Background: an optimization exercise with open tools, aiming at small area. Do not read the settings as production practice. Where RTL was checked, it was by simulation tests only, not by an equivalence proof against the original. No functional check of the RTL was part of run 2. No activity file was given, so power comes from the tool's default toggle rates.

==> flow/design.v <==
module fps_top (
    input             clk,
    input             rst,           
    input             reg_we,
    input      [4:0]  reg_addr,
    input      [31:0] reg_wdata,
    output reg [31:0] reg_rdata,
    output     [8:0]  ibuf_addr,
    input      [7:0]  ibuf_rdata,
    output reg        obuf_we,
    output     [8:0]  obuf_addr,
    output reg [7:0]  obuf_wdata,
    output reg        fdesc_we,
    output     [7:0]  fdesc_addr,
    output     [31:0] fdesc_wdata,
    output            irq
);
    localparam [2:0] OP_CHECKSUM = 3'd0, OP_ENCODE = 3'd1, OP_DECODE_RSP = 3'd2,
                     OP_EXTRACT  = 3'd3, OP_DECODE_FRAME = 3'd4, OP_BAD = 3'd7;
    localparam [2:0] R_OK = 3'd1, R_NOT_FOUND = 3'd2, R_INCOMPLETE = 3'd3,
                     R_ENC_ERR = 3'd4, R_MALFORMED = 3'd5, R_BAD_OP = 3'd6,
                     R_BAD_RANGE = 3'd7;
    localparam [2:0] S_IDLE = 3'd0, S_CHECK = 3'd1, S_HDR = 3'd2, S_FETCH = 3'd3,
                     S_USE = 3'd4, S_POST = 3'd5;
    localparam [2:0] P_SEARCH = 3'd0, P_ST = 3'd1, P_CMD = 3'd2, P_LEN = 3'd3,
                     P_PAY = 3'd4, P_RCV = 3'd5;
    localparam [2:0] P_SEEK1 = 3'd0, P_SEEK = 3'd1, P_END = 3'd2;
    reg        irq_en;
    reg [3:0]  op;
    reg [15:0] in_off, in_len;
    reg [7:0]  arg;
    reg        done;
    reg [2:0]  result;
    reg [2:0]  state;
    reg [2:0]  op_l;
    reg [2:0]  phase;
    reg        prev;       
    reg [8:0]  p;          
    reg [9:0]  j;          
    reg [9:0]  r;          
    reg [7:0]  acc;        
    reg [7:0]  k;          
    reg [7:0]  tb;         
    reg [15:0] w [0:7];    
    wire [7:0] b     = ibuf_rdata;
    wire       busy  = (state != S_IDLE);
    wire       start = reg_we && reg_addr == 5'd0 && reg_wdata[0] && !busy;
    wire       r0    = (r == 10'd0);
    assign ibuf_addr   = p;
    assign obuf_addr   = j[8:0];
    assign fdesc_addr  = k;
    assign fdesc_wdata = {7'd0, j[8:0], 7'd0, w[7][8:0]};
    assign irq         = done & irq_en;
    wire ok      = (result == R_OK);
    wire v_chk   = ok && (op_l == OP_CHECKSUM || op_l == OP_ENCODE);
    wire v_enc   = ok && op_l == OP_ENCODE;
    wire v_rsp   = ok && op_l == OP_DECODE_RSP;
    wire v_off   = (result == R_OK || result == R_INCOMPLETE) && op_l == OP_DECODE_RSP;
    wire v_ext   = ok && op_l == OP_EXTRACT;
    wire v_frm   = ok && op_l == OP_DECODE_FRAME;
    wire chk_ok  = v_rsp && (acc == k);
    wire [2:0]  wsel = reg_addr[4] ? reg_addr[2:0] : (reg_addr[1:0] == 2'd3 && !reg_addr[3]) ? 3'd7 : 3'd6;
    wire [15:0] wr_q = w[wsel];
    reg  [15:0] wmask;
    always @(*) begin
        case (reg_addr)
            5'd7:  wmask = {16{v_rsp}};
            5'd9:  wmask = {7'd0, {9{v_off}}};
            5'd11: wmask = {6'd0, {10{v_ext}}};
            5'd16, 5'd17, 5'd18, 5'd19, 5'd20, 5'd21, 5'd22, 5'd23:
                   wmask = {16{v_frm}};
            default: wmask = 16'd0;
        endcase
    end
    always @(*) begin
        case (reg_addr)
            5'd0:  reg_rdata = {24'd0, op, 2'b00, irq_en, 1'b0};
            5'd1:  reg_rdata = {23'd0, chk_ok, 1'b0, result, 2'b00, done, busy};
            5'd2:  reg_rdata = {16'd0, in_off};
            5'd3:  reg_rdata = {16'd0, in_len};
            5'd4:  reg_rdata = {24'd0, arg};
            5'd5:  reg_rdata = v_enc ? {23'd0, j[8:0]} : v_rsp ? {24'd0, tb} : 32'd0;
            5'd6:  reg_rdata = {24'd0, v_chk ? acc : 8'd0};
            5'd7:  reg_rdata = {8'd0, v_rsp ? tb : 8'd0, 16'd0};
            5'd8:  reg_rdata = v_rsp ? {16'd0, acc, k} : 32'd0;
            5'd10: reg_rdata = {24'd0, v_ext ? k : 8'd0};
            5'd12: reg_rdata = {24'd0, v_frm ? tb : 8'd0};
            default: reg_rdata = 32'd0;
        endcase
        reg_rdata[15:0] = reg_rdata[15:0] | (wr_q & wmask);
    end
    wire use_st = (state == S_USE);
    wire is_enc = (op_l == OP_ENCODE);
    wire is_rsp = (op_l == OP_DECODE_RSP);
    wire is_ext = (op_l == OP_EXTRACT);
    wire is_frm = (op_l == OP_DECODE_FRAME);
    always @(*) begin
        obuf_we    = 1'b0;
        obuf_wdata = b;
        if (state == S_HDR) begin
            obuf_we = 1'b1;
            case (j[1:0])
                2'd0: obuf_wdata = 8'h55;
                2'd1: obuf_wdata = 8'hAA;
                2'd2: obuf_wdata = acc;
                default: obuf_wdata = r[7:0];
            endcase
        end else if (state == S_FETCH && is_enc && r0) begin
            obuf_we    = 1'b1;
            obuf_wdata = acc;
        end else if (use_st && (is_enc || (is_rsp && phase == P_PAY)))
            obuf_we = 1'b1;
    end
    always @(*) begin
        fdesc_we = use_st && is_ext && phase == P_END && b == 8'h7C;
    end
    integer i;
    reg        push, load7;
    reg [15:0] wdin;
    always @(*) begin
        push  = 1'b0;
        load7 = 1'b0;
        wdin  = {b, acc};
        if (state == S_CHECK && is_ext) begin
            load7 = 1'b1;                        
            wdin  = {6'd0, j};
        end else if (state == S_POST && is_ext) begin
            load7 = 1'b1;                        
            wdin  = {6'd0, j};
        end else if (state == S_FETCH && r0) begin
            if (is_ext && phase == P_SEEK1) push = 1'b1;
            if (is_rsp && (phase == P_ST || phase == P_CMD)) push = 1'b1;
        end else if (use_st) begin
            if (is_rsp) begin
                if (phase == P_SEARCH && b == 8'h55) begin
                    load7 = 1'b1;                
                    wdin  = {6'd0, j};
                end
                if (phase == P_CMD) push = 1'b1;  
            end
            if (is_ext && b == 8'h7A && phase != P_END) begin
                wdin = {6'd0, j};                
                if (phase == P_SEEK1) push = 1'b1; else load7 = 1'b1;
            end
            if (is_frm && j[0] == 1'b0 && j >= 10'd4) push = 1'b1;
        end
    end
    always @(posedge clk) begin
        if (push) begin
            for (i = 0; i < 7; i = i + 1) w[i] <= w[i + 1];
        end
        if (push || load7) w[7] <= wdin;
    end
    wire bad_range = (|in_off[15:10]) || (|in_len[15:10]) ||
                     ({1'b0, in_off[9:0]} + {1'b0, in_len[9:0]} > 11'd512);
    task finish(input [2:0] code);
        begin
            done   <= 1'b1;
            result <= code;
            state  <= S_IDLE;
        end
    endtask
    always @(posedge clk) begin
        if (rst) begin
            irq_en <= 1'b0; op <= 4'd0; in_off <= 16'd0; in_len <= 16'd0; arg <= 8'd0;
            done <= 1'b0; result <= 3'd0;
            state <= S_IDLE;
        end else begin
            if (reg_we) begin
                case (reg_addr)
                    5'd0: begin irq_en <= reg_wdata[1]; op <= reg_wdata[7:4]; end
                    5'd1: if (reg_wdata[1]) done <= 1'b0;
                    5'd2: in_off <= reg_wdata[15:0];
                    5'd3: in_len <= reg_wdata[15:0];
                    5'd4: arg <= reg_wdata[7:0];
                    default: ;
                endcase
            end
            case (state)
                S_IDLE: if (start) begin
                    op_l  <= (reg_wdata[7] || (reg_wdata[6] && reg_wdata[5:4] != 2'd0))
                             ? OP_BAD : reg_wdata[6:4];
                    p     <= in_off[8:0];
                    r     <= in_len[9:0];
                    j     <= 10'd0;
                    k     <= 8'd0;
                    acc   <= (reg_wdata[7:4] == 4'd1) ? arg : 8'd0;
                    phase <= 3'd0;
                    prev  <= 1'b0;
                    done  <= 1'b0;
                    state <= S_CHECK;
                end
                S_CHECK: begin
                    if (op_l == OP_BAD)
                        finish(R_BAD_OP);
                    else if (bad_range)
                        finish(R_BAD_RANGE);
                    else if (is_enc)
                        if (r[9:8] != 2'd0) finish(R_ENC_ERR);
                        else state <= S_HDR;
                    else if (is_frm && r != 10'd20)
                        finish(R_MALFORMED);
                    else
                        state <= S_FETCH;
                end
                S_HDR: begin                     
                    j <= j + 10'd1;
                    if (j[1:0] == 2'd3) begin
                        acc   <= acc ^ r[7:0];
                        state <= S_FETCH;
                    end
                end
                S_FETCH: begin
                    state <= S_USE;
                    if (r0) begin
                        if (is_rsp && phase == P_PAY)
                            phase <= P_RCV;
                        else if (is_enc) begin   
                            j <= j + 10'd1;
                            finish(R_OK);
                        end else if (is_rsp)
                            finish(phase == P_SEARCH ? R_NOT_FOUND : R_INCOMPLETE);
                        else
                            finish(R_OK);        
                    end
                end
                S_POST: begin
                    state <= S_FETCH;
                    if (is_rsp) begin
                        if (r > {2'd0, tb}) begin
                            r     <= {2'd0, tb};
                            j     <= 10'd0;
                            phase <= P_PAY;
                        end else
                            finish(R_INCOMPLETE);
                    end else
                        phase <= P_SEEK1;        
                end
                default: begin  
                    state <= S_FETCH;
                    p <= p + 9'd1;
                    j <= j + 10'd1;
                    r <= r - 10'd1;
                    case (op_l)
                        OP_CHECKSUM, OP_ENCODE:
                            acc <= acc ^ b;
                        OP_DECODE_RSP: case (phase)
                            P_SEARCH: begin
                                if (prev && b == 8'hAB)
                                    phase <= P_ST;
                                prev <= (b == 8'h55);
                            end
                            P_ST:  begin acc <= acc ^ b; phase <= P_CMD; end
                            P_CMD: begin acc <= acc ^ b; phase <= P_LEN; end
                            P_LEN: begin
                                acc   <= acc ^ b;
                                tb    <= b;
                                state <= S_POST;
                            end
                            P_PAY: acc <= acc ^ b;
                            default: begin       
                                k <= b;
                                finish(R_OK);
                            end
                        endcase
                        OP_EXTRACT: begin
                            if (phase == P_END) begin
                                if (b == 8'h7C) begin
                                    k     <= k + 8'd1;
                                    state <= S_POST;
                                end
                            end else if (prev && b == 8'h7B) begin
                                phase <= P_END;
                                prev  <= 1'b0;
                            end else begin
                                prev <= (b == 8'h7A);
                                if (b == 8'h7A) phase <= P_SEEK;
                            end
                        end
                        default: begin           
                            if ((j == 10'd0 && b != 8'h7A) || (j == 10'd1 && b != 8'h7B))
                                finish(R_MALFORMED);
                            else if (j == 10'd2)
                                tb <= b;
                            else if (j == 10'd19)
                                finish(b == 8'h7C ? R_OK : R_MALFORMED);
                            else if (j[0])
                                acc <= b;
                        end
                    endcase
                end
            endcase
        end
    end
endmodule
==> flow/run.sh <==
#!/bin/bash
# synth_recipe.tcl (not shown) runs the flow's synth.tcl, then flattens the netlist and writes it again
# the make line also repeats each setting of config.mk as NAME=value (left out here)
make -C /OpenROAD-flow-scripts/flow DESIGN_CONFIG=/design/flow/config.mk WORK_HOME=/design/flow/orfs CLKGATE_MAP_FILE= SYNTH_SCRIPT=/design/flow/synth_recipe.tcl finish
==> flow/config.mk <==
export PLATFORM = sky130hd
export DESIGN_NAME = fps_top
export DESIGN_NICKNAME = fps_top
export VERILOG_FILES = /design/flow/design.v
export SDC_FILE = /design/flow/constraint.sdc
export NUM_CORES = 4
export LEC_CHECK = 0
export CAP_MARGIN = 20
export CORE_MARGIN = 2
export CORE_UTILIZATION = 40
export PLACE_DENSITY = 0.6
export SLEW_MARGIN = 20
==> flow/constraint.sdc <==
create_clock -name core_clock -period 8.0 [get_ports {clk}]
set_input_delay 1.6000 -clock core_clock [delete_from_list [all_inputs] [get_ports {clk}]]
set_output_delay 1.6000 -clock core_clock [all_outputs]
set_load 0.01 [all_outputs]
==> flow_summary.yaml, run 1 <==
floorplan:
  die-area_um2: 35100
  start_util_pct: 40.3
  rows: 67
  dieWidth_um: 187
  core_um2: 33400
  dieHeight_um: 187
  ioPinCount: 149
yosys:
  synthCells: 1359
  syn_area_um2: 13500
  ys_seq_elements: 240
  synth_edf_count: 188
  ys.flop_type: "edfxtp_1"
  synth.yosys.seq_area_share_pct: 49.7
  yosysWarningCount: 2
  synth.distinct_cells: 87
  syn_avg_cell_area_um2: 9.90
  async_flop_share_pct: 0
setup_path:
  critPathRequiredTime_ps: 6400
  cp-end-kind: "output pin"
  worstPathMaxFanout: 12
  critPathArrivalTime_ps: 5060
  path_class: "input pin to output pin"
  startpoint_type: "input pin"
route:
  ant_nets: 0
  viasPerCell: 5.94
  dr.first_iter.drc_count: 1405
  drtPass1Iterations: 7
  wirelength_um: 43000
  drc: 0
  vias: 11118
  wl_per_cell_um: 23.0
sta:
  min_period_over_period_pct: 83.2
  layout_min_cycle_time_ps: 6660
  setup_viol: 0
  fmax_mhz: 150
  drv_slew: 0
  tightestPinTransition_ps: 968
  setup_tns_ps: 0
  rsz0062_at_grt: "no"
  max-slew-margin-rel_pct: 35.2
  holdWs_ps: 450
  hold_viol_final: 0
  finClkSkew_ps: 14.4
global_route:
  grt_pass1_wl_um: 64400
  antenna_found_initial: 1
  grt_usage_pct: 23.8
  grt_max_degree: 71
  grt_pass1_vias: 10293
  grt-ovfl-total: 0
placed_design:
  dp.cells: 1820
  post_dp_cell_area_um2: 14600
  dpl.hpwl_um: 30300
  gp_congestion: 0.942
  port_buffers: 110
power_and_ir_drop:
  p_leak_nw: 5.25
  ir_worst_vdd_uv: 160
  p_per_area_nw_per_um2: 182
cts:
  cts-htree-levels: 1
  cts_resized: 0
  cts.sinks: 240
  cts_buffers: 27
  ctsLongestPathBuffers: 3
  cts_tree: "yes"
  cts_hold_buf: 0
  clk_latency_ps: 560
  postCtsSetupRepairBufs: 0
  path_clk_slew_ps: 70
  root_buffer: "clkbuf_16"
cells_and_area:
  final_cells: 1871
  syn_to_final_growth_pct: 16.3
  stdcell_area_um2: 15600
  diodes: 0
  final_nets: 1477
  layout-drive-gt1-share_pct: 8.43
outcome:
  status: "timing/DRC/antenna clean"
job:
  maxCapViolations: 0
min_path:
  min_path_type: "register to register"
metal layers:
metal	vias to the layer above	global-route usage [%]	wire (um)
met1	5414	33.4	18400
met2	534	37.2	19400
met5	-	0	0
met3	92	3.86	3540
li1	5078	-	-
met4	0	8.48	1570
cell type report:
cell class,count,area (um^2)
clock buffers,29,703
well taps,448,561
fillers,3167,17700
clock inverters,21,287
repair buffers,136,1290
multi-input cells,956,5960
flip-flops and latches,240,6690
inverters,41,154
cell usage in the layout, fill, tap and decap left out, types with 29 or more instances in the layout:
cell type / synthesis / final
nand2_1: 189 / 189
edfxtp_1: 188 / 188
clkdlybuf4s50_1: 0 / 109
a21oi_1: 107 / 107
nor2_1: 86 / 86
o21ai_0: 52 / 52
dfxtp_1: 52 / 52
inv_1: 41 / 41
a22oi_1: 37 / 37
nand3_1: 35 / 35
xnor2_1: 30 / 30
nor2b_1: 29 / 29
worst paths after layout:
check               from            end  slack, ps  cells after the start
max          reg_addr[1]  reg_rdata[14]       1340                      9
min             w[6][14]       w[5][14]        450                      0
max reg2reg      op_l[2]        w[7][8]       4680                      6
min reg2reg     w[6][14]       w[5][14]        450                      0
state kept, by name, indices dropped and copies added (netlist names):
register and flops:
acc 8, arg 8, done 1, in_len 16
in_off 16, irq_en 1, j 10, k 8
op 4, op_l 3, p 9, phase 3
prev 1, r 10, result 3, state 3
tb 8, w 128
per-stage QoR:
step	power, mW	utilization (%)	setup WS, ps
final	2.84	46.9	1340
after detailed placement	1.49	43.9	1490
after global routing	2.92	46.9	1240
after CTS	2.86	46.8	1460
after global placement	1.49	43.9	1510
after floorplan	1.44	-	1770
cell families after synthesis:
logic type / share of synthesized area, %
AO/OA/AOI/OAI: 17.4
XOR/XNOR: 3.71
adder cells (fa/ha/maj): 2.57
buffers and inverters: 6.78
flip-flops: 49.7
multiplexers: 2.24
other: 0.0279
AND/OR/NAND/NOR: 17.5
cells in the mapped netlist (21+ instances only):
cell type  instances  area (um^2)
clkbuf_1          65          244
buf_4             51          383
a222oi_1          23          230
o21ai_0           52          260
nand2_1          189          709
nor2_1            86          323
nand4_1           25          156
inv_1             41          154
a21oi_1          107          536
dfxtp_1           52         1040
nand3_1           35          175
nor2b_1           29          181
edfxtp_1         188         5650
a22oi_1           37          278
xor2_1            27          236
xnor2_1           30          263
nor3_1            21          105
ha_1              26          325
critical path, cell delays in order:
cell,delay [ps]
clkdlybuf4s50_1,710
buf_4,300
nand2_1,210
nor2_1,750
buf_4,280
a32o_1,130
a211oi_1,40
o21ai_0,390
clkdlybuf4s50_1,620
report_power, final:
part / internal [mW] / switching (mW)
Combinational: 0.0488 / 0.0816
Clock: 0.837 / 0.542
Sequential: 1.33 / 0.00492
==> inputs of run 2 (changes only) <==
--- a/flow/design.v
+++ b/flow/design.v
@@ -22,8 +22,8 @@
                      R_BAD_RANGE = 3'd7;
     localparam [2:0] S_IDLE = 3'd0, S_CHECK = 3'd1, S_HDR = 3'd2, S_FETCH = 3'd3,
-                     S_USE = 3'd4, S_POST = 3'd5;
+                     S_USE = 3'd4, S_POST = 3'd5, S_PUSHC = 3'd6;
     localparam [2:0] P_SEARCH = 3'd0, P_ST = 3'd1, P_CMD = 3'd2, P_LEN = 3'd3,
                      P_PAY = 3'd4, P_RCV = 3'd5;
-    localparam [2:0] P_SEEK1 = 3'd0, P_SEEK = 3'd1, P_END = 3'd2;
+    localparam [2:0] P_SEEK = 3'd0, P_END = 3'd1;
     reg        irq_en;
     reg [3:0]  op;
@@ -42,24 +42,31 @@
     reg [7:0]  k;          
     reg [7:0]  tb;         
-    reg [15:0] w [0:7];    
+    reg [2:0]  c;          
+    reg [15:0] q [0:7];    
+    wire [9:0] cand = {acc[1:0], tb};
     wire [7:0] b     = ibuf_rdata;
     wire       busy  = (state != S_IDLE);
     wire       start = reg_we && reg_addr == 5'd0 && reg_wdata[0] && !busy;
     wire       r0    = (r == 10'd0);
+    wire is_enc = (op_l == OP_ENCODE);
+    wire is_rsp = (op_l == OP_DECODE_RSP);
+    wire is_ext = (op_l == OP_EXTRACT);
+    wire is_frm = (op_l == OP_DECODE_FRAME);
     assign ibuf_addr   = p;
     assign obuf_addr   = j[8:0];
     assign fdesc_addr  = k;
-    assign fdesc_wdata = {7'd0, j[8:0], 7'd0, w[7][8:0]};
+    assign fdesc_wdata = {7'd0, j[8:0], 7'd0, cand[8:0]};
     assign irq         = done & irq_en;
     wire ok      = (result == R_OK);
     wire v_chk   = ok && (op_l == OP_CHECKSUM || op_l == OP_ENCODE);
-    wire v_enc   = ok && op_l == OP_ENCODE;
-    wire v_rsp   = ok && op_l == OP_DECODE_RSP;
-    wire v_off   = (result == R_OK || result == R_INCOMPLETE) && op_l == OP_DECODE_RSP;
-    wire v_ext   = ok && op_l == OP_EXTRACT;
-    wire v_frm   = ok && op_l == OP_DECODE_FRAME;
+    wire v_enc   = ok && is_enc;
+    wire v_rsp   = ok && is_rsp;
+    wire v_off   = (result == R_OK || result == R_INCOMPLETE) && is_rsp;
+    wire v_ext   = ok && is_ext;
+    wire v_frm   = ok && is_frm;
     wire chk_ok  = v_rsp && (acc == k);
-    wire [2:0]  wsel = reg_addr[4] ? reg_addr[2:0] : (reg_addr[1:0] == 2'd3 && !reg_addr[3]) ? 3'd7 : 3'd6;
-    wire [15:0] wr_q = w[wsel];
+    wire [2:0]  wsel = reg_addr[4] ? reg_addr[2:0] : (reg_addr[3:0] == 4'd9) ? 3'd6 : 3'd7;
+    wire [2:0]  wpos = wsel + c;
+    wire [15:0] wr_q = q[wpos];
     reg  [15:0] wmask;
     always @(*) begin
@@ -91,8 +98,20 @@
     end
     wire use_st = (state == S_USE);
-    wire is_enc = (op_l == OP_ENCODE);
-    wire is_rsp = (op_l == OP_DECODE_RSP);
-    wire is_ext = (op_l == OP_EXTRACT);
-    wire is_frm = (op_l == OP_DECODE_FRAME);
+    wire fin_in = (state == S_FETCH) && r0;      
+    wire push_cand = (state == S_PUSHC) ||
+                     (use_st && is_rsp && phase == P_SEARCH && prev && b == 8'hAB);
+    wire need_push = push_cand ||
+                     (use_st && is_rsp && phase == P_CMD) ||
+                     (use_st && is_frm && j[0] == 1'b0 && j >= 10'd4) ||
+                     (fin_in && is_rsp && (phase == P_ST || phase == P_CMD));
+    wire stall = need_push && (c != 3'd0);
+    wire push  = need_push && (c == 3'd0);
+    wire [15:0] wdin = push_cand ? {6'd0, cand} : {b, acc};
+    integer i;
+    always @(posedge clk) begin
+        for (i = 0; i < 7; i = i + 1) q[i] <= q[i + 1];
+        q[7] <= push ? wdin : q[0];
+        if (!push) c <= c - 3'd1;
+    end
     always @(*) begin
         obuf_we    = 1'b0;
@@ -106,5 +125,5 @@
                 default: obuf_wdata = r[7:0];
             endcase
-        end else if (state == S_FETCH && is_enc && r0) begin
+        end else if (fin_in && is_enc) begin
             obuf_we    = 1'b1;
             obuf_wdata = acc;
@@ -114,41 +133,4 @@
     always @(*) begin
         fdesc_we = use_st && is_ext && phase == P_END && b == 8'h7C;
-    end
-    integer i;
-    reg        push, load7;
-    reg [15:0] wdin;
-    always @(*) begin
-        push  = 1'b0;
-        load7 = 1'b0;
-        wdin  = {b, acc};
-        if (state == S_CHECK && is_ext) begin
-            load7 = 1'b1;                        
-            wdin  = {6'd0, j};
-        end else if (state == S_POST && is_ext) begin
-            load7 = 1'b1;                        
-            wdin  = {6'd0, j};
-        end else if (state == S_FETCH && r0) begin
-            if (is_ext && phase == P_SEEK1) push = 1'b1;
-            if (is_rsp && (phase == P_ST || phase == P_CMD)) push = 1'b1;
-        end else if (use_st) begin
-            if (is_rsp) begin
-                if (phase == P_SEARCH && b == 8'h55) begin
-                    load7 = 1'b1;                
-                    wdin  = {6'd0, j};
-                end
-                if (phase == P_CMD) push = 1'b1;  
-            end
-            if (is_ext && b == 8'h7A && phase != P_END) begin
-                wdin = {6'd0, j};                
-                if (phase == P_SEEK1) push = 1'b1; else load7 = 1'b1;
-            end
-            if (is_frm && j[0] == 1'b0 && j >= 10'd4) push = 1'b1;
-        end
-    end
-    always @(posedge clk) begin
-        if (push) begin
-            for (i = 0; i < 7; i = i + 1) w[i] <= w[i + 1];
-        end
-        if (push || load7) w[7] <= wdin;
     end
     wire bad_range = (|in_off[15:10]) || (|in_len[15:10]) ||
@@ -159,4 +141,10 @@
             result <= code;
             state  <= S_IDLE;
+        end
+    endtask
+    task load_cand;
+        begin
+            tb       <= j[7:0];
+            acc[1:0] <= j[9:8];
         end
     endtask
@@ -177,5 +165,5 @@
                 endcase
             end
-            case (state)
+            if (!stall) case (state)
                 S_IDLE: if (start) begin
                     op_l  <= (reg_wdata[7] || (reg_wdata[6] && reg_wdata[5:4] != 2'd0))
@@ -201,4 +189,6 @@
                     else if (is_frm && r != 10'd20)
                         finish(R_MALFORMED);
+                    else if (is_ext)
+                        state <= S_POST;         
                     else
                         state <= S_FETCH;
@@ -226,6 +216,6 @@
                 end
                 S_POST: begin
-                    state <= S_FETCH;
                     if (is_rsp) begin
+                        state <= S_FETCH;
                         if (r > {2'd0, tb}) begin
                             r     <= {2'd0, tb};
@@ -234,7 +224,10 @@
                         end else
                             finish(R_INCOMPLETE);
-                    end else
-                        phase <= P_SEEK1;        
-                end
+                    end else begin
+                        load_cand;               
+                        state <= S_PUSHC;
+                    end
+                end
+                S_PUSHC: state <= S_FETCH;
                 default: begin  
                     state <= S_FETCH;
@@ -249,7 +242,9 @@
                                 if (prev && b == 8'hAB)
                                     phase <= P_ST;
+                                if (b == 8'h55)
+                                    load_cand;
                                 prev <= (b == 8'h55);
                             end
-                            P_ST:  begin acc <= acc ^ b; phase <= P_CMD; end
+                            P_ST:  begin acc <= b; phase <= P_CMD; end
                             P_CMD: begin acc <= acc ^ b; phase <= P_LEN; end
                             P_LEN: begin
@@ -268,4 +263,5 @@
                                 if (b == 8'h7C) begin
                                     k     <= k + 8'd1;
+                                    phase <= P_SEEK;
                                     state <= S_POST;
                                 end
@@ -275,5 +271,5 @@
                             end else begin
                                 prev <= (b == 8'h7A);
-                                if (b == 8'h7A) phase <= P_SEEK;
+                                if (b == 8'h7A) load_cand;
                             end
                         end
==> flow_summary.yaml, run 2 <==
outcome:
  status: "timing/DRC/antenna clean"
cts:
  cts.sinks: 243
  cts_resized: 0
  cts_tree: "yes"
  cts_hold_buf: 0
  postCtsSetupRepairBufs: 0
  root_buffer: "clkbuf_16"
  cts_buffers: 26
  ctsLongestPathBuffers: 3
  path_clk_slew_ps: 60
  clk_latency_ps: 550
  cts-htree-levels: 1
global_route:
  grt_pass1_wl_um: 63800
  grt_usage_pct: 24.9
  grt_max_degree: 58
  grt_pass1_vias: 10286
  grt-ovfl-total: 0
  antenna_found_initial: 0
setup_path:
  critPathRequiredTime_ps: 6400
  critPathArrivalTime_ps: 5810
  startpoint_type: "input pin"
  cp-end-kind: "output pin"
  path_class: "input pin to output pin"
  critical_path.startpoint: "reg_addr[0]"
  rr_startpoint: "op_l[1]"
  worstPathMaxFanout: 37
floorplan:
  ioPinCount: 149
  dieWidth_um: 182
  core_um2: 31400
  rows: 65
  die-area_um2: 33200
  dieHeight_um: 182
  start_util_pct: 40.5
route:
  viasPerCell: 5.92
  drc: 0
  dr.first_iter.drc_count: 1506
  wirelength_um: 42300
  drtPass1Iterations: 9
  ant_nets: 0
  vias: 11235
  wl_per_cell_um: 22.3
power_and_ir_drop:
  p_leak_nw: 5.35
  p_per_area_nw_per_um2: 230
  p_total_mw: 3.43
  ir_worst_vdd_uv: 208
min_path:
  min_from: "q[1][1]"
  min_path_type: "register to register"
yosys:
  ys_seq_elements: 243
  synthCells: 1431
  syn_area_um2: 12700
  synth.yosys.seq_area_share_pct: 43.2
  synth_area_leaders: "dfxtp_1, edfxtp_1, nand2_1"
  syn_avg_cell_area_um2: 8.88
  yosysWarningCount: 2
  yosysTopAreaCellShare_pct: 28.4
  ys.flop_type: "dfxtp_1"
  yosysMostFrequentCell: "nand2_1"
  synth_edf_count: 63
  async_flop_share_pct: 0
  synth.distinct_cells: 84
  synth_top_cell_by_area: "dfxtp_1"
  synth_commonest_cells: "nand2_1, dfxtp_1, a21oi_1, nor2_1, clkbuf_1"
cells_and_area:
  layout_common_cells: "nand2_1, dfxtp_1, a21oi_1"
  reg.largest.list: "q x128, in_len x16, in_off x16"
  diodes: 0
  layout-drive-gt1-share_pct: 8.23
  final_nets: 1554
  final_common_cell: "nand2_1"
  final_cells: 1897
  regMostFlops: "q"
  stdcell_area_um2: 14900
  syn_to_final_growth_pct: 17.2
  largest_register_ffs: 128
placed_design:
  port_buffers: 110
  dpl.hpwl_um: 30700
  gp_congestion: 0.959
  post_dp_cell_area_um2: 13900
  dp.cells: 1849
sta:
  max-slew-margin-rel_pct: 29.2
  layout_min_cycle_time_ps: 7410
  tightestPinTransition_ps: 1050
  rsz0062_at_grt: "no"
  drv_slew: 0
  min_period_over_period_pct: 92.6
  hold_viol_final: 0
  setup_viol: 0
  setup_tns_ps: 0
  fmax_mhz: 135
  finClkSkew_ps: 17.3
job:
  maxCapViolations: 0
-- run 2: changes by cell type after synthesis, sizes merged, moves of 14 or more --
cell | previous run | this run
o22ai | 20 | 6
a211oi | 21 | 44
clkbuf | 65 | 93
edfxtp | 188 | 63
dfxtp | 52 | 180
buf | 78 | 49
a22oi | 37 | 20
o21ai | 60 | 75
nor2 | 87 | 118
-- run 2: cell families after synthesis --
logic type / synth area share, %
compound gates: 20.0
xor+xnor: 4.07
fa+ha+maj: 3.17
buf+inv: 6.43
flops: 43.2
mux: 4.44
other cells: 0.0295
simple gates: 18.6
-- run 2: layout make-up --
cell class	count	area, um^2
Inverter	33	124
Clock inverter	10	115
Fill cell	3001	16500
Sequential cell	243	5500
Timing Repair Buffer	137	1320
Tap cell	402	503
Clock buffer	38	828
Multi-Input combinational cell	1034	6500
-- run 2: layer usage --
metal	wire (um)	global-route usage, %	up-vias
li1	-	-	5230
met1	19100	36.1	5367
met2	18000	37.5	552
met3	3720	4.23	86
met4	1390	8.19	0
met5	0	0	-
-- run 2: worst paths after layout --
kind	endpoint	slack [ps]	cells past startpoint
max	reg_rdata[0]	590	14
min	q[0][1]	340	0
min reg2reg	q[0][1]	340	0
max reg2reg	k[6]	3840	9
-- run 2: through the flow --
| step | worst slack (ps) | util (%) | hold WS (ps) |
|---|---|---|---|
| detailed placement | 625 | 44.4 | 331 |
| CTS | 626 | 47.4 | 344 |
| finish | 592 | 47.4 | 338 |
| global placement | 687 | 44.4 | 327 |
| floorplan | 1670 | - | 323 |
| global route | 330 | 47.4 | 350 |
-- run 2: report_power, final --
part           leakage [nW]  internal [mW]  switching, mW
sequential             2.04           1.31         0.0611
combinational          2.84          0.293          0.469
clock                 0.474          0.783          0.515
-- run 2: worst max-delay path, cell delays in order --
cell             delay [ps]
clkdlybuf4s50_1         630
nand2b_1                280
nor4_1                   90
a21oi_1                 290
ha_1                    210
inv_1                    50
fa_2                    820
buf_12                  270
mux2_2                  350
a221oi_1                310
a21oi_1                  80
o22ai_1                 120
o21ai_0                 150
clkdlybuf4s50_1         530
==> inputs of run 3 (changes only) <==
--- a/flow/design.v
+++ b/flow/design.v
@@ -68,16 +68,16 @@
     wire [2:0]  wsel = reg_addr[4] ? reg_addr[2:0] : (reg_addr[3:0] == 4'd9) ? 3'd6 : 3'd7;
     wire [2:0]  wpos = wsel + c;
-    wire [15:0] wr_q = q[wpos];
-    reg  [15:0] wmask;
-    always @(*) begin
-        case (reg_addr)
-            5'd7:  wmask = {16{v_rsp}};
-            5'd9:  wmask = {7'd0, {9{v_off}}};
-            5'd11: wmask = {6'd0, {10{v_ext}}};
-            5'd16, 5'd17, 5'd18, 5'd19, 5'd20, 5'd21, 5'd22, 5'd23:
-                   wmask = {16{v_frm}};
-            default: wmask = 16'd0;
-        endcase
-    end
+    wire rd_full = (reg_addr[4:3] == 2'b10 && v_frm) || (reg_addr == 5'd7 && v_rsp);
+    wire rd_9    = (reg_addr == 5'd9) && v_off;
+    wire rd_11   = (reg_addr == 5'd11) && v_ext;
+    wire rd_en   = rd_full || rd_9 || rd_11;
+    reg  [15:0] wr_q;
+    integer m;
+    always @(*) begin
+        wr_q = 16'd0;
+        for (m = 0; m < 8; m = m + 1)
+            wr_q = wr_q | (q[m] & {16{rd_en && wpos == m}});
+    end
+    wire [15:0] wmask = {{6{rd_full}}, rd_full || rd_11, 9'h1FF};
     always @(*) begin
         case (reg_addr)
@@ -112,5 +112,6 @@
         for (i = 0; i < 7; i = i + 1) q[i] <= q[i + 1];
         q[7] <= push ? wdin : q[0];
-        if (!push) c <= c - 3'd1;
+        if (rst) c <= 3'd0;
+        else if (!push) c <= c - 3'd1;
     end
     always @(*) begin
==> flow/flow/run.sh (new file) <==
#!/bin/bash
# Own layout flow: the standard flow (standard.sh) with these changes:
#  - after the standard synthesis, its combinational logic is re-mapped by
#    ABC for area (flow/reabc.ys, flow/area.abc); the registers are kept
#  - port buffers are sky130_fd_sc_hd__buf_1
#  - clock tree: small clock buffers, no dummy loads
# Every tool's output goes to a log file in this folder.
set -euo pipefail
W=$PWD
R=$W/orfs/results/${FLOW_PLATFORM:-sky130hd}/fps_top/base
YOSYS=$(command -v yosys || echo "$FLOW_HOME/../tools/install/yosys/bin/yosys")
LIB=$FLOW_HOME/platforms/sky130hd/lib/sky130_fd_sc_hd__tt_025C_1v80.lib
KNOBS=(
  "BUFFER_PORTS_ARGS=-buffer_cell sky130_fd_sc_hd__buf_1"
  "CTS_ARGS=-sink_clustering_enable -repair_clock_nets -dont_use_dummy_load -buf_list sky130_fd_sc_hd__clkbuf_4 -root_buf sky130_fd_sc_hd__clkbuf_4 -sink_clustering_size 10 -sink_clustering_max_diameter 50"
)
bash standard.sh "${KNOBS[@]}" "$R/1_2_yosys.v" > std_synth.log 2>&1
cp "$R/1_2_yosys.v" "$R/1_2_yosys_std.v"
sed -e "s#@LIB@#$LIB#g; s#@IN@#$R/1_2_yosys_std.v#; s#@OUT@#$R/1_2_yosys.v#; s#@ABC@#$W/flow/area.abc#" flow/reabc.ys > reabc_run.ys
"$YOSYS" -s reabc_run.ys > reabc.log 2>&1
bash standard.sh "${KNOBS[@]}" finish > std_finish.log 2>&1
==> flow/flow/area.abc (new file) <==
strash
&get -n
&deepsyn -T 60
&put
dch -f
amap
strash
dch -f
map -a
topo
==> flow/flow/reabc.ys (new file) <==
# Re-map the combinational logic of the standard synthesis for area.
# The registers (their cells, instance names and output nets) are kept as
# they are: the flip-flop cells stay unflattened instances.
read_liberty -ignore_miss_func @LIB@
read_verilog @IN@
hierarchy -top fps_top
setattr -mod -set keep_hierarchy 1 sky130_fd_sc_hd__dfxtp_1 sky130_fd_sc_hd__edfxtp_1 sky130_fd_sc_hd__conb_1
flatten
delete t:$scopeinfo
rename -hide w:*.*
opt -purge
abc -script @ABC@ -liberty @LIB@ -dont_use *probe* -dont_use *lpflow*
opt_clean -purge
hilomap -singleton -hicell sky130_fd_sc_hd__conb_1 HI -locell sky130_fd_sc_hd__conb_1 LO
insbuf -buf sky130_fd_sc_hd__buf_4 A X
opt_clean -purge
stat -liberty @LIB@
setattr -mod -set blackbox 1 sky130_fd_sc_hd__dfxtp_1 sky130_fd_sc_hd__edfxtp_1 sky130_fd_sc_hd__conb_1
write_verilog -noattr -noexpr -nohex -nodec @OUT@
==> flow/standard.sh (new file) <==
#!/bin/bash
# synth_recipe.tcl (not shown) runs the flow's synth.tcl, then flattens the netlist and writes it again
# the make line also repeats each setting of config.mk as NAME=value (left out here)
make -C /OpenROAD-flow-scripts/flow DESIGN_CONFIG=/design/flow/config.mk WORK_HOME=/design/flow/orfs CLKGATE_MAP_FILE= SYNTH_SCRIPT=/design/flow/synth_recipe.tcl "${@:-finish}"
removed: flow/run.sh
==> flow_summary.yaml, run 3 <==
sta:
  setup_viol: 0
  tightestPinTransition_ps: 1170
  rsz0062_at_grt: "no"
  layout_min_cycle_time_ps: 7040
  fmax_mhz: 142
  max-slew-margin-rel_pct: 21.9
  finClkSkew_ps: 97.1
  setup_tns_ps: 0
  drv_slew: 0
  holdWs_ps: 315
  min_period_over_period_pct: 88.0
  hold_viol_final: 0
  timing.final.ws_setup_ps: 959
min_path:
  min_from: "q[2][13]"
  holdPathEnd: "q[1][13]"
  holdPathStages: 0
  min_path_type: "register to register"
global_route:
  grt_pass1_vias: 10010
  grt_usage_pct: 28.4
  grt_pass1_wl_um: 60900
  antenna_found_initial: 1
  grt-ovfl-total: 0
  grt_max_degree: 23
setup_path:
  reg2reg_depth: 15
  path_buf_inv: 5
  startpoint_type: "input pin"
  crit_top_cell: "nand2_1"
  max_stage_delay_ps: 620
  path_class: "input pin to output pin"
  path_cells: "buf_1 -> clkinv_1 -> nor2_1 -> o21ai_0 -> nand2_1 -> nand2_1 -> o21ai_0 -> a21oi_1 -> or2_2 -> nand2_1 -> clkinv_1 -> nor2_1 -> clkinv_1 -> nor2_1 -> nand2_1 -> nand3_1 -> a21oi_1 -> o21ai_0 -> buf_1"
  r2r_setup_slack_ps: 2230
  worstPathMaxFanout: 8
  critPathRequiredTime_ps: 6400
  cp_top_family: "simple AND/OR/NAND/NOR gates"
  rr_startpoint: "op_l[2]"
  critical_path.startpoint: "reg_addr[1]"
  regToRegEndpoint: "q[7][9]"
  critPathArrivalTime_ps: 5440
  cp-end-kind: "output pin"
  cp_slowest_cell: "nor2_1"
cts:
  clk_latency_ps: 670
  cts_resized: 0
  cts_tree: "yes"
  cts.sinks: 243
  ctsLongestPathBuffers: 3
  cts_hold_buf: 0
  root_buffer: "clkbuf_4"
  postCtsSetupRepairBufs: 0
  cts-htree-levels: 2
  cts_buffers: 36
  path_clk_slew_ps: 110
route:
  dr.first_iter.drc_count: 1228
  ant_nets: 0
  viasPerCell: 5.90
  wirelength_um: 40900
  drtPass1Iterations: 6
  vias: 10602
  wl_per_cell_um: 22.8
  drc: 0
floorplan:
  core_um2: 26800
  dieHeight_um: 169
  dieWidth_um: 169
  die-area_um2: 28400
  rows: 60
  ioPinCount: 149
  start_util_pct: 40.4
cells_and_area:
  stdcell_area_um2: 11800
  final_common_cell: "clkinv_1"
  layout-drive-gt1-share_pct: 4.12
  final_cells: 1797
  largest_register_ffs: 128
  seqCellArea_um2: 5470
  fillers: 2747
  final_nets: 1505
  syn_to_final_growth_pct: 9.26
  layout_common_cells: "clkinv_1, dfxtp_1, nor2_1"
  regMostFlops: "q"
  multi_input_area_um2: 4320
  reg.largest.list: "q x128, in_len x16, in_off x16"
  fin_util_pct: 44.2
placed_design:
  port_buffers: 110
  dp_slack_ps: 1010
  dp.cells: 1760
  dpl.hpwl_um: 30900
  gp_congestion: 1.02
  post_dp_cell_area_um2: 11600
power_and_ir_drop:
  ir_worst_vdd_uv: 88.4
  p_total_mw: 2.76
  p_leak_nw: 4.01
  p_per_area_nw_per_um2: 233
yosys:
  syn_avg_cell_area_um2: 8.24
  yosysWarningCount: 2
  synthCells: 1314
  syn_area_um2: 10800
job:
  maxCapViolations: 0
outcome:
  status: "timing/DRC/antenna clean"
## run 3: cell count changes in the layout (fill, tap and decap cells not counted), moves of 36 or more
cell,before,now
nor2_1,117,171
a21oi_1,123,55
clkbuf_4,0,36
clkdlybuf4s50_1,109,0
a211oi_1,43,3
buf_1,0,110
clkinv_1,0,220
o22ai_1,6,80
## run 3: report_power, final
group	switching, mW	internal (mW)
Clock	0.416	0.208
Sequential	0.116	1.38
Combinational	0.469	0.173
## run 3: how the worst max path moves through the flow
stage              endpoint  cells after the start  slack [ps]
4_1_cts        reg_rdata[9]                     19        1000
3_3_place_gp   reg_rdata[9]                     19        1190
3_5_place_dp   reg_rdata[9]                     19        1010
6_report       reg_rdata[9]                     19         960
2_1_floorplan  reg_rdata[9]                     16        2320
5_1_grt        reg_rdata[9]                     19         570
## run 3: layout make-up
type | count | area share (%)
clock buffer | 36 | 2.28
tap | 341 | 3.61
multi-input combinational | 831 | 36.5
timing repair buffer | 125 | 4.44
sequential | 243 | 46.2
antenna | 1 | 0.0211
inverter | 220 | 6.98
## run 3: per-layer routing
metal  wire, um  global-route usage (%)  up-vias  share of wire, %
li1           -                       -     4895                 -
met1      17000                    37.6     5009                42
met2      18300                    44.6      567                45
met3       3500                    5.00      131               8.6
met4       2180                    15.1        0               5.3
met5          0                       0        -                 0
==> inputs of run 4 (changes only) <==
--- a/flow/design.v
+++ b/flow/design.v
@@ -11,5 +11,5 @@
     output     [8:0]  obuf_addr,
     output reg [7:0]  obuf_wdata,
-    output reg        fdesc_we,
+    output            fdesc_we,
     output     [7:0]  fdesc_addr,
     output     [31:0] fdesc_wdata,
@@ -21,9 +21,10 @@
                      R_ENC_ERR = 3'd4, R_MALFORMED = 3'd5, R_BAD_OP = 3'd6,
                      R_BAD_RANGE = 3'd7;
-    localparam [2:0] S_IDLE = 3'd0, S_CHECK = 3'd1, S_HDR = 3'd2, S_FETCH = 3'd3,
-                     S_USE = 3'd4, S_POST = 3'd5, S_PUSHC = 3'd6;
+    localparam [3:0] S_IDLE = 4'd0, S_CHECK = 4'd1, S_HDR = 4'd2, S_FETCH = 4'd3,
+                     S_USE = 4'd4, S_POST = 4'd5, S_FD = 4'd6, S_LDC = 4'd7,
+                     S_CUR = 4'd8;
     localparam [2:0] P_SEARCH = 3'd0, P_ST = 3'd1, P_CMD = 3'd2, P_LEN = 3'd3,
                      P_PAY = 3'd4, P_RCV = 3'd5;
-    localparam [2:0] P_SEEK = 3'd0, P_END = 3'd1;
+    localparam [2:0] P_SEEK = 3'd0, P_END = 3'd1, P_INIT = 3'd2;
     reg        irq_en;
     reg [3:0]  op;
@@ -32,5 +33,5 @@
     reg        done;
     reg [2:0]  result;
-    reg [2:0]  state;
+    reg [3:0]  state;
     reg [2:0]  op_l;
     reg [2:0]  phase;
@@ -40,5 +41,4 @@
     reg [9:0]  r;          
     reg [7:0]  acc;        
-    reg [7:0]  k;          
     reg [7:0]  tb;         
     reg [2:0]  c;          
@@ -53,7 +53,60 @@
     wire is_ext = (op_l == OP_EXTRACT);
     wire is_frm = (op_l == OP_DECODE_FRAME);
+    wire use_st = (state == S_USE);
+    reg        wr_req;
+    reg  [2:0] wr_tgt;
+    reg  [15:0] wr_data;
+    always @(*) begin
+        wr_req  = 1'b0;
+        wr_tgt  = 3'd5;
+        wr_data = {b, acc};
+        case (state)
+            S_FD: begin                          
+                wr_req  = 1'b1;
+                wr_data = (phase == P_INIT) ? {6'd0, cand}
+                                            : {q[0][15:8], q[0][7:0] + 8'd1};
+            end
+            S_CUR: begin                         
+                wr_req  = 1'b1;
+                wr_tgt  = 3'd7;
+                wr_data = {6'd0, cand};
+            end
+            S_USE: begin
+                if (is_rsp) begin
+                    if (phase == P_SEARCH && prev && b == 8'hAB) begin
+                        wr_req  = 1'b1;          
+                        wr_tgt  = 3'd6;
+                        wr_data = {6'd0, cand};
+                    end
+                    if (phase == P_CMD) begin
+                        wr_req = 1'b1;           
+                        wr_tgt = 3'd7;
+                    end
+                    if (phase == P_RCV) begin
+                        wr_req  = 1'b1;          
+                        wr_data = {acc, b};
+                    end
+                end
+                if (is_frm && j[0] == 1'b0 && j >= 10'd4) begin
+                    wr_req = 1'b1;               
+                    wr_tgt = j[3:1] - 3'd2;
+                end
+            end
+            default: ;
+        endcase
+    end
+    wire at_head = (c + wr_tgt == 3'd0);
+    wire stall   = wr_req && !at_head;
+    wire wr_go   = wr_req && at_head;
+    integer i;
+    always @(posedge clk) begin
+        for (i = 0; i < 7; i = i + 1) q[i] <= q[i + 1];
+        q[7] <= wr_go ? wr_data : q[0];
+        c <= rst ? 3'd0 : c - 3'd1;
+    end
     assign ibuf_addr   = p;
     assign obuf_addr   = j[8:0];
-    assign fdesc_addr  = k;
+    assign fdesc_we    = (state == S_FD) && phase != P_INIT && at_head;
+    assign fdesc_addr  = q[0][7:0];
     assign fdesc_wdata = {7'd0, j[8:0], 7'd0, cand[8:0]};
     assign irq         = done & irq_en;
@@ -65,11 +118,20 @@
     wire v_ext   = ok && is_ext;
     wire v_frm   = ok && is_frm;
-    wire chk_ok  = v_rsp && (acc == k);
-    wire [2:0]  wsel = reg_addr[4] ? reg_addr[2:0] : (reg_addr[3:0] == 4'd9) ? 3'd6 : 3'd7;
+    reg  [2:0]  wsel;
+    always @(*) begin
+        case (reg_addr[3:0])
+            4'd7, 4'd11: wsel = 3'd7;
+            4'd9:        wsel = 3'd6;
+            default:     wsel = 3'd5;
+        endcase
+        if (reg_addr[4]) wsel = reg_addr[2:0];
+    end
     wire [2:0]  wpos = wsel + c;
-    wire rd_full = (reg_addr[4:3] == 2'b10 && v_frm) || (reg_addr == 5'd7 && v_rsp);
+    wire rd_full = (reg_addr[4:3] == 2'b10 && v_frm) ||
+                   ((reg_addr == 5'd7 || reg_addr == 5'd8) && v_rsp);
     wire rd_9    = (reg_addr == 5'd9) && v_off;
+    wire rd_10   = (reg_addr == 5'd10) && v_ext;
     wire rd_11   = (reg_addr == 5'd11) && v_ext;
-    wire rd_en   = rd_full || rd_9 || rd_11;
+    wire rd_en   = rd_full || rd_9 || rd_10 || rd_11;
     reg  [15:0] wr_q;
     integer m;
@@ -77,7 +139,8 @@
         wr_q = 16'd0;
         for (m = 0; m < 8; m = m + 1)
-            wr_q = wr_q | (q[m] & {16{rd_en && wpos == m}});
+            wr_q = wr_q | (q[m] & {16{wpos == m}});
     end
-    wire [15:0] wmask = {{6{rd_full}}, rd_full || rd_11, 9'h1FF};
+    wire [15:0] wmask = {{6{rd_full}}, rd_full || rd_11, rd_full || rd_9 || rd_11, {8{rd_en}}};
+    wire chk_ok = v_rsp && (wr_q[15:8] == wr_q[7:0]);
     always @(*) begin
         case (reg_addr)
@@ -90,6 +153,4 @@
             5'd6:  reg_rdata = {24'd0, v_chk ? acc : 8'd0};
             5'd7:  reg_rdata = {8'd0, v_rsp ? tb : 8'd0, 16'd0};
-            5'd8:  reg_rdata = v_rsp ? {16'd0, acc, k} : 32'd0;
-            5'd10: reg_rdata = {24'd0, v_ext ? k : 8'd0};
             5'd12: reg_rdata = {24'd0, v_frm ? tb : 8'd0};
             default: reg_rdata = 32'd0;
@@ -97,22 +158,5 @@
         reg_rdata[15:0] = reg_rdata[15:0] | (wr_q & wmask);
     end
-    wire use_st = (state == S_USE);
     wire fin_in = (state == S_FETCH) && r0;      
-    wire push_cand = (state == S_PUSHC) ||
-                     (use_st && is_rsp && phase == P_SEARCH && prev && b == 8'hAB);
-    wire need_push = push_cand ||
-                     (use_st && is_rsp && phase == P_CMD) ||
-                     (use_st && is_frm && j[0] == 1'b0 && j >= 10'd4) ||
-                     (fin_in && is_rsp && (phase == P_ST || phase == P_CMD));
-    wire stall = need_push && (c != 3'd0);
-    wire push  = need_push && (c == 3'd0);
-    wire [15:0] wdin = push_cand ? {6'd0, cand} : {b, acc};
-    integer i;
-    always @(posedge clk) begin
-        for (i = 0; i < 7; i = i + 1) q[i] <= q[i + 1];
-        q[7] <= push ? wdin : q[0];
-        if (rst) c <= 3'd0;
-        else if (!push) c <= c - 3'd1;
-    end
     always @(*) begin
         obuf_we    = 1'b0;
@@ -132,7 +176,4 @@
             obuf_we = 1'b1;
     end
-    always @(*) begin
-        fdesc_we = use_st && is_ext && phase == P_END && b == 8'h7C;
-    end
     wire bad_range = (|in_off[15:10]) || (|in_len[15:10]) ||
                      ({1'b0, in_off[9:0]} + {1'b0, in_len[9:0]} > 11'd512);
@@ -150,4 +191,11 @@
         end
     endtask
+    task advance;
+        begin
+            p <= p + 9'd1;
+            j <= j + 10'd1;
+            r <= r - 10'd1;
+        end
+    endtask
     always @(posedge clk) begin
         if (rst) begin
@@ -173,5 +221,4 @@
                     r     <= in_len[9:0];
                     j     <= 10'd0;
-                    k     <= 8'd0;
                     acc   <= (reg_wdata[7:4] == 4'd1) ? arg : 8'd0;
                     phase <= 3'd0;
@@ -190,7 +237,9 @@
                     else if (is_frm && r != 10'd20)
                         finish(R_MALFORMED);
-                    else if (is_ext)
-                        state <= S_POST;         
-                    else
+                    else if (is_ext) begin
+                        load_cand;               
+                        phase <= P_INIT;
+                        state <= S_FD;
+                    end else
                         state <= S_FETCH;
                 end
@@ -216,24 +265,28 @@
                     end
                 end
-                S_POST: begin
-                    if (is_rsp) begin
-                        state <= S_FETCH;
-                        if (r > {2'd0, tb}) begin
-                            r     <= {2'd0, tb};
-                            j     <= 10'd0;
-                            phase <= P_PAY;
-                        end else
-                            finish(R_INCOMPLETE);
-                    end else begin
-                        load_cand;               
-                        state <= S_PUSHC;
-                    end
+                S_POST: begin                    
+                    state <= S_FETCH;
+                    if (r > {2'd0, tb}) begin
+                        r     <= {2'd0, tb};
+                        j     <= 10'd0;
+                        phase <= P_PAY;
+                    end else
+                        finish(R_INCOMPLETE);
+                end
+                S_FD: begin                      
+                    if (phase != P_INIT) advance;
+                    state <= S_LDC;
+                end
+                S_LDC: begin
+                    load_cand;                   
+                    state <= S_CUR;
+                end
+                S_CUR: begin
+                    phase <= P_SEEK;
+                    state <= S_FETCH;
                 end
-                S_PUSHC: state <= S_FETCH;
                 default: begin  
                     state <= S_FETCH;
-                    p <= p + 9'd1;
-                    j <= j + 10'd1;
-                    r <= r - 10'd1;
+                    advance;
                     case (op_l)
                         OP_CHECKSUM, OP_ENCODE:
@@ -255,15 +308,11 @@
                             end
                             P_PAY: acc <= acc ^ b;
-                            default: begin       
-                                k <= b;
-                                finish(R_OK);
-                            end
+                            default: finish(R_OK);  
                         endcase
                         OP_EXTRACT: begin
                             if (phase == P_END) begin
                                 if (b == 8'h7C) begin
-                                    k     <= k + 8'd1;
-                                    phase <= P_SEEK;
-                                    state <= S_POST;
+                                    p <= p; j <= j; r <= r;
+                                    state <= S_FD;
                                 end
                             end else if (prev && b == 8'h7B) begin
==> flow_summary.yaml, run 4 <==
floorplan:
  core_um2: 26800
  ioPinCount: 149
  dieWidth_um: 169
  start_util_pct: 40.4
  rows: 60
  die-area_um2: 28400
  dieHeight_um: 169
min_path:
  holdPathStages: 0
  holdPathEnd: "q[3][11]"
  min_from: "q[4][11]"
  min_path_type: "register to register"
placed_design:
  dp.cells: 1763
  port_buffers: 110
  post_dp_cell_area_um2: 11500
  dpl.hpwl_um: 30800
  gp_congestion: 0.992
cells_and_area:
  stdcell_area_um2: 11800
  layout-drive-gt1-share_pct: 4.13
  final_common_cell: "clkinv_1"
  seqCellArea_um2: 5250
  multi_input_area_um2: 4450
  fillers: 2828
  syn_to_final_growth_pct: 8.70
  largest_register_ffs: 128
  regMostFlops: "q"
  final_cells: 1796
  layout_common_cells: "clkinv_1, dfxtp_1, nor2_1"
  reg.largest.list: "q x128, in_len x16, in_off x16"
  final_nets: 1503
route:
  ant_nets: 0
  viasPerCell: 5.73
  drc: 0
  drtPass1Iterations: 5
  wirelength_um: 39700
  vias: 10283
  dr.first_iter.drc_count: 1111
  wl_per_cell_um: 22.1
setup_path:
  path_buf_inv: 9
  cp-end-kind: "output pin"
  path_class: "input pin to output pin"
  rr_startpoint: "state[2]"
  regToRegEndpoint: "r[1]"
  max_stage_delay_ps: 510
  critPathRequiredTime_ps: 6400
  worstPathMaxFanout: 7
  reg2reg_depth: 20
  startpoint_type: "input pin"
  cp_top_family: "compound AO/OA/AOI/OAI gates"
  crit_top_cell: "clkinv_1"
  r2r_setup_slack_ps: 2530
  cp.depth: 25
  cp_slowest_cell: "a2111oi_0"
  critPathArrivalTime_ps: 5930
yosys:
  synthCells: 1320
  syn_avg_cell_area_um2: 8.20
  yosysWarningCount: 2
  syn_area_um2: 10800
cts:
  cts_tree: "yes"
  cts_resized: 0
  ctsLongestPathBuffers: 3
  path_clk_slew_ps: 100
  clk_latency_ps: 720
  cts_buffers: 31
  cts.sinks: 236
  cts-htree-levels: 1
  root_buffer: "clkbuf_4"
  cts_hold_buf: 0
  postCtsSetupRepairBufs: 0
sta:
  layout_min_cycle_time_ps: 7530
  drv_slew: 0
  max-slew-margin-rel_pct: 28.1
  min_period_over_period_pct: 94.1
  fmax_mhz: 133
  finClkSkew_ps: 43.9
  tightestPinTransition_ps: 1070
  setup_viol: 0
  rsz0062_at_grt: "no"
  setup_tns_ps: 0
  hold_viol_final: 0
power_and_ir_drop:
  ir_worst_vdd_uv: 82.3
  p_leak_nw: 4.09
  p_per_area_nw_per_um2: 173
global_route:
  grt_pass1_vias: 9597
  grt-ovfl-total: 0
  grt_usage_pct: 27.4
  grt_pass1_wl_um: 59200
  antenna_found_initial: 1
  grt_max_degree: 21
job:
  maxCapViolations: 0
outcome:
  status: "timing/DRC/antenna clean"
==> run 4: cell types whose count changed in the layout (fill, tap and decap cells not counted), moves of 6 or more <==
cell,before,now
nand3_1,33,39
a21oi_1,55,47
o22ai_1,80,54
o21ai_0,86,94
nand2_1,157,145
nor3_1,49,38
a22oi_1,39,66
edfxtp_1,60,52
==> run 4: how the worst max path moves through the flow <==
stage,startpoint,to,slack [ps]
floorplan,reg_addr[2],reg_rdata[8],1400
global route,reg_addr[1],reg_rdata[8],190
detailed placement,reg_addr[0],reg_rdata[8],560
global placement,reg_addr[1],reg_rdata[8],610
finish,reg_addr[0],reg_rdata[8],470
CTS,reg_addr[0],reg_rdata[8],530
==> run 4: power breakdown <==
group          total [mW]  switching, mW  internal (mW)
clock network       0.567          0.391          0.176
logic               0.233          0.162         0.0704
registers            1.24         0.0112           1.23
total                2.04          0.564           1.47
==> run 4: stage by stage <==
stage          power, mW  hold slack, ps  util (%)  worst slack (ps)
6_report            2.04             339      43.9               472
4_1_cts             2.05             335      43.9               528
5_1_grt             2.12             343      43.9               186
3_3_place_gp        1.49             333      43.0               613
2_1_floorplan       1.40             327         -              1400
3_5_place_dp        1.50             336      43.0               562
==> run 4: area by class of cell <==
cell class,instances,area share [%]
flip-flops and latches,236,44.6
multi-input cells,831,37.8
inverters,225,7.17
repair buffers,130,4.78
well taps,341,3.62
clock buffers,31,1.98
diodes,2,0.0425
==> run 4: routing by layer <==
layer / vias up / part of all wire, % / track usage, %
met1: 4885 / 44 / 37.5
met4: 0 / 4.0 / 10.5
met2: 423 / 46 / 44.0
li1: 4886 / - / -
met5: - / 0 / 0
met3: 89 / 6.2 / 3.74
==> run 4: worst register-to-register path: stages (launching register included) <==
cell,delay (ps)
dfxtp_1,430
nor2_1,80
clkinv_1,100
nor2_1,80
nor3_1,410
clkinv_1,120
nor2_1,260
clkinv_1,200
nor2_1,230
nand2_1,180
xor2_1,220
clkinv_1,110
o311ai_0,300
nand2_1,170
nand2_1,240
clkinv_1,180
nor2_1,160
o21ai_0,300
a21oi_1,380
nand2_1,110
nor2_1,820
==> inputs of run 5 (changes only) <==
==> flow/flow/run.sh (replaced) <==
#!/bin/bash
# Own layout flow: the standard flow (standard.sh) with these changes:
#  - after the standard synthesis, its combinational logic is re-mapped by
#    ABC for area (flow/reabc.ys, flow/area.abc), three runs with different
#    seeds; the smallest result that yosys proves equivalent to the standard
#    synthesis is used (else the standard synthesis). Registers are kept.
#  - port buffers are sky130_fd_sc_hd__buf_1
#  - one tie cell for all constant outputs
#  - clock tree: small clock buffers, no dummy loads
# Every tool's output goes to a log file in this folder.
set -euo pipefail
W=$PWD
R=$W/orfs/results/${FLOW_PLATFORM:-sky130hd}/fps_top/base
YOSYS=$(command -v yosys || echo "$FLOW_HOME/../tools/install/yosys/bin/yosys")
LIB=$FLOW_HOME/platforms/sky130hd/lib/sky130_fd_sc_hd__tt_025C_1v80.lib
KNOBS=(
  "BUFFER_PORTS_ARGS=-buffer_cell sky130_fd_sc_hd__buf_1"
  "SKIP_REPAIR_TIE_FANOUT=1"
  "CTS_ARGS=-sink_clustering_enable -repair_clock_nets -dont_use_dummy_load -buf_list sky130_fd_sc_hd__clkbuf_4 -root_buf sky130_fd_sc_hd__clkbuf_4 -sink_clustering_size 9 -sink_clustering_max_diameter 45"
)
bash standard.sh "${KNOBS[@]}" "$R/1_2_yosys.v" > std_synth.log 2>&1
cp "$R/1_2_yosys.v" "$R/1_2_yosys_std.v"

for S in 1 2 3; do
  sed -e "s/@SEED@/$S/" flow/area.abc > "area_$S.abc"
  sed -e "s#@LIB@#$LIB#g; s#@IN@#$R/1_2_yosys_std.v#; s#@OUT@#$W/remap_$S.v#; s#@ABC@#$W/area_$S.abc#" flow/reabc.ys > "reabc_$S.ys"
  "$YOSYS" -s "reabc_$S.ys" > "reabc_$S.log" 2>&1 &
done
wait || true

best=""
for f in $(for S in 1 2 3; do
             a=$(grep "Chip area for module '.fps_top'" "reabc_$S.log" 2>/dev/null | awk '{print $NF}')
             [[ -n "$a" && -s "remap_$S.v" ]] && echo "$a $S"
           done | sort -g | awk '{print $2}'); do
  sed -e "s#@LIB@#$LIB#g; s#@GOLD@#$R/1_2_yosys_std.v#; s#@GATE@#$W/remap_$f.v#" flow/equiv.ys > "equiv_$f.ys"
  if "$YOSYS" -s "equiv_$f.ys" > "equiv_$f.log" 2>&1; then best=$f; break; fi
done
echo "chosen re-map: ${best:-none (standard synthesis kept)}" > remap_choice.log
if [[ -n "$best" ]]; then
  cp "remap_$best.v" "$R/1_2_yosys.v"
fi

bash standard.sh "${KNOBS[@]}" finish > std_finish.log 2>&1
==> flow/flow/area.abc (replaced) <==
strash
&get -n
&deepsyn -T 60 -S @SEED@
&dch -f
&nf -a -p -R 1000 -F 8 -A 8
&put
topo
==> flow/flow/equiv.ys (new file) <==
# Equivalence of the re-mapped netlist with the standard synthesis: the
# registers are matched by name, then proven equal by induction.
read_liberty -ignore_miss_func @LIB@
read_verilog @GOLD@
rename fps_top gold
read_verilog @GATE@
rename fps_top gate
hierarchy -check
flatten gold gate
delete t:$scopeinfo
opt_clean
equiv_make gold gate eq
hierarchy -top eq
equiv_simple -undef
equiv_induct -undef
equiv_status -assert
==> flow_summary.yaml, run 5 <==
cts:
  clk_latency_ps: 650
  cts-htree-levels: 2
  root_buffer: "clkbuf_4"
  postCtsSetupRepairBufs: 0
  cts_buffers: 35
  cts_hold_buf: 0
  cts_resized: 0
  cts_tree: "yes"
  ctsLongestPathBuffers: 3
  cts.sinks: 236
  path_clk_slew_ps: 90
sta:
  hold_viol_final: 0
  max-slew-margin-rel_pct: 26.0
  fmax_mhz: 139
  finClkSkew_ps: 80.7
  rsz0062_at_grt: "no"
  drv_slew: 0
  tightestPinTransition_ps: 1100
  setup_viol: 0
  setup_tns_ps: 0
  layout_min_cycle_time_ps: 7190
  min_period_over_period_pct: 89.9
route:
  drtPass1Iterations: 9
  drc: 0
  wl_per_cell_um: 24.3
  vias: 9769
  ant_nets: 0
  viasPerCell: 6.37
  dr.first_iter.drc_count: 1414
  wirelength_um: 37300
placed_design:
  gp_congestion: 0.957
  dpl.hpwl_um: 26700
  port_buffers: 110
  dp.cells: 1498
setup_path:
  reg2reg_depth: 14
  path_cells: "buf_1 -> nand2b_1 -> mux2i_1 -> nor3_1 -> a22oi_1 -> mux2i_1 -> buf_4 -> a21oi_1 -> buf_4 -> a222oi_1 -> nand3_1 -> xnor2_1 -> o21ai_0 -> a2111oi_0 -> nand3_1 -> nand3_1 -> buf_1"
  path_class: "input pin to output pin"
  setup.worst_path.end: "reg_rdata[8]"
  regToRegEndpoint: "r[1]"
  critical_path.startpoint: "reg_addr[1]"
  worstPathMaxFanout: 17
  max_stage_delay_ps: 410
  startpoint_type: "input pin"
  r2r_setup_slack_ps: 2530
  critPathArrivalTime_ps: 5590
  crit_top_cell: "nand3_1"
  cp-end-kind: "output pin"
  critPathRequiredTime_ps: 6400
  cp_slowest_cell: "nor3_1"
  rr_startpoint: "op_l[2]"
power_and_ir_drop:
  ir_worst_vdd_uv: 140
  p_total_mw: 1.99
  p_per_area_nw_per_um2: 174
  p_leak_nw: 3.96
yosys:
  yosysWarningCount: 2
  syn_area_um2: 10500
  syn_avg_cell_area_um2: 9.72
  synthCells: 1079
global_route:
  grt-ovfl-total: 0
  antenna_found_initial: 2
  grt_pass1_vias: 9164
  grt_usage_pct: 26.3
  grt_max_degree: 35
  grt_pass1_wl_um: 56400
min_path:
  min_from: "q[2][8]"
  min_path_type: "register to register"
cells_and_area:
  regMostFlops: "q"
  reg.largest.list: "q x128, in_len x16, in_off x16"
  syn_to_final_growth_pct: 8.98
  final_cells: 1534
  layout-drive-gt1-share_pct: 5.43
  layout_common_cells: "dfxtp_1, nand2_1, buf_1"
  fillers: 2522
  final_nets: 1248
  final_common_cell: "dfxtp_1"
  largest_register_ffs: 128
floorplan:
  start_util_pct: 40.5
  die-area_um2: 27500
  ioPinCount: 149
  dieWidth_um: 166
  core_um2: 25900
  dieHeight_um: 166
  rows: 59
outcome:
  status: "timing/DRC/antenna clean"
job:
  maxCapViolations: 0
[run 5: cell type report]
| class | instances | area (um^2) | area share [%] |
|---|---|---|---|
| Sequential cell | 236 | 5250 | 45.9 |
| Multi-Input combinational cell | 770 | 4820 | 42.2 |
| Timing Repair Buffer | 133 | 586 | 5.12 |
| Tap cell | 335 | 419 | 3.67 |
| Clock buffer | 35 | 263 | 2.30 |
| Inverter | 24 | 90.1 | 0.788 |
| Antenna cell | 1 | 2.50 | 0.0219 |
[run 5: metal layers]
metal | share of wire (%) | GRT usage [%] | wire length [um] | vias to the layer above
li1 | - | - | - | 4383
met1 | 41 | 36.3 | 15300 | 4644
met2 | 44 | 40.8 | 16400 | 621
met3 | 11 | 5.15 | 4060 | 121
met4 | 4.2 | 10.4 | 1580 | 0
met5 | 0 | 0 | 0 | -
[run 5: how the worst min path moves through the flow]
stage | endpoint | slack (ps) | cells past startpoint
final | q[1][8] | 290 | 0
after floorplan | q[0][10] | 330 | 0
after detailed placement | q[4][9] | 340 | 0
after CTS | q[1][8] | 290 | 0
after global placement | q[3][6] | 330 | 0
after global routing | q[6][8] | 310 | 0
[run 5: stage by stage]
step	util (%)	hold WS, ps	setup WS (ps)	cell area (um^2)
3_5_place_dp	43.0	337	981	11100
5_1_grt	44.1	306	525	11400
4_1_cts	44.0	290	935	11400
2_1_floorplan	-	330	1230	10500
3_3_place_gp	43.0	332	987	11100
6_report	44.1	294	809	11400
[run 5: worst max-delay path: cells and delay by family]
kind,cells,cell delay [ps]
AND/OR/NAND/NOR,5,1370
AO/OA/AOI/OAI,5,1070
buffers and inverters,4,880
multiplexers,2,430
XOR/XNOR,1,230
[run 5: where the power goes]
| part | switching, mW | total [mW] | internal, mW |
|---|---|---|---|
| registers | 0.0137 | 1.24 | 1.22 |
| clock network | 0.388 | 0.590 | 0.202 |
| logic | 0.114 | 0.162 | 0.0479 |
| total | 0.515 | 1.99 | 1.47 |

-- re-timing with driven ports --
The flow's constraints put no driver on any port. The routed layouts listed below were extracted and timed again, unchanged, in two steps.
Step 1 assumes that a clkbuf_16 drives the clock port and a buf_2 every other input.
Step 2, shift: input delay + t, output delay - t, t = (earliest + latest rising clock arrival at the registers) / 2. This alone moves slack from input paths to output paths.
Three values: ideal, step 1, step 2; two values: the first two.
run | t (ns) | setup WS [ns] | worst setup path at the end
run 1 | 0.602 | 1.343 / 1.311 / 1.311 | input to output
run 2 | 0.591 | 0.592 / 0.571 / 0.571 | input to output
run 3 | 0.661 | 0.959 / 0.901 / 0.901 | input to output
run 4 | 0.742 | 0.472 / 0.448 / 0.448 | input to output
run 5 | 0.654 | 0.809 / 0.749 / 0.749 | input to output
After both steps every run listed still meets setup and hold. For run 5, which loses most, drivers alone change the setup slack by -0.060 ns; drivers and shift together by -0.060 ns.
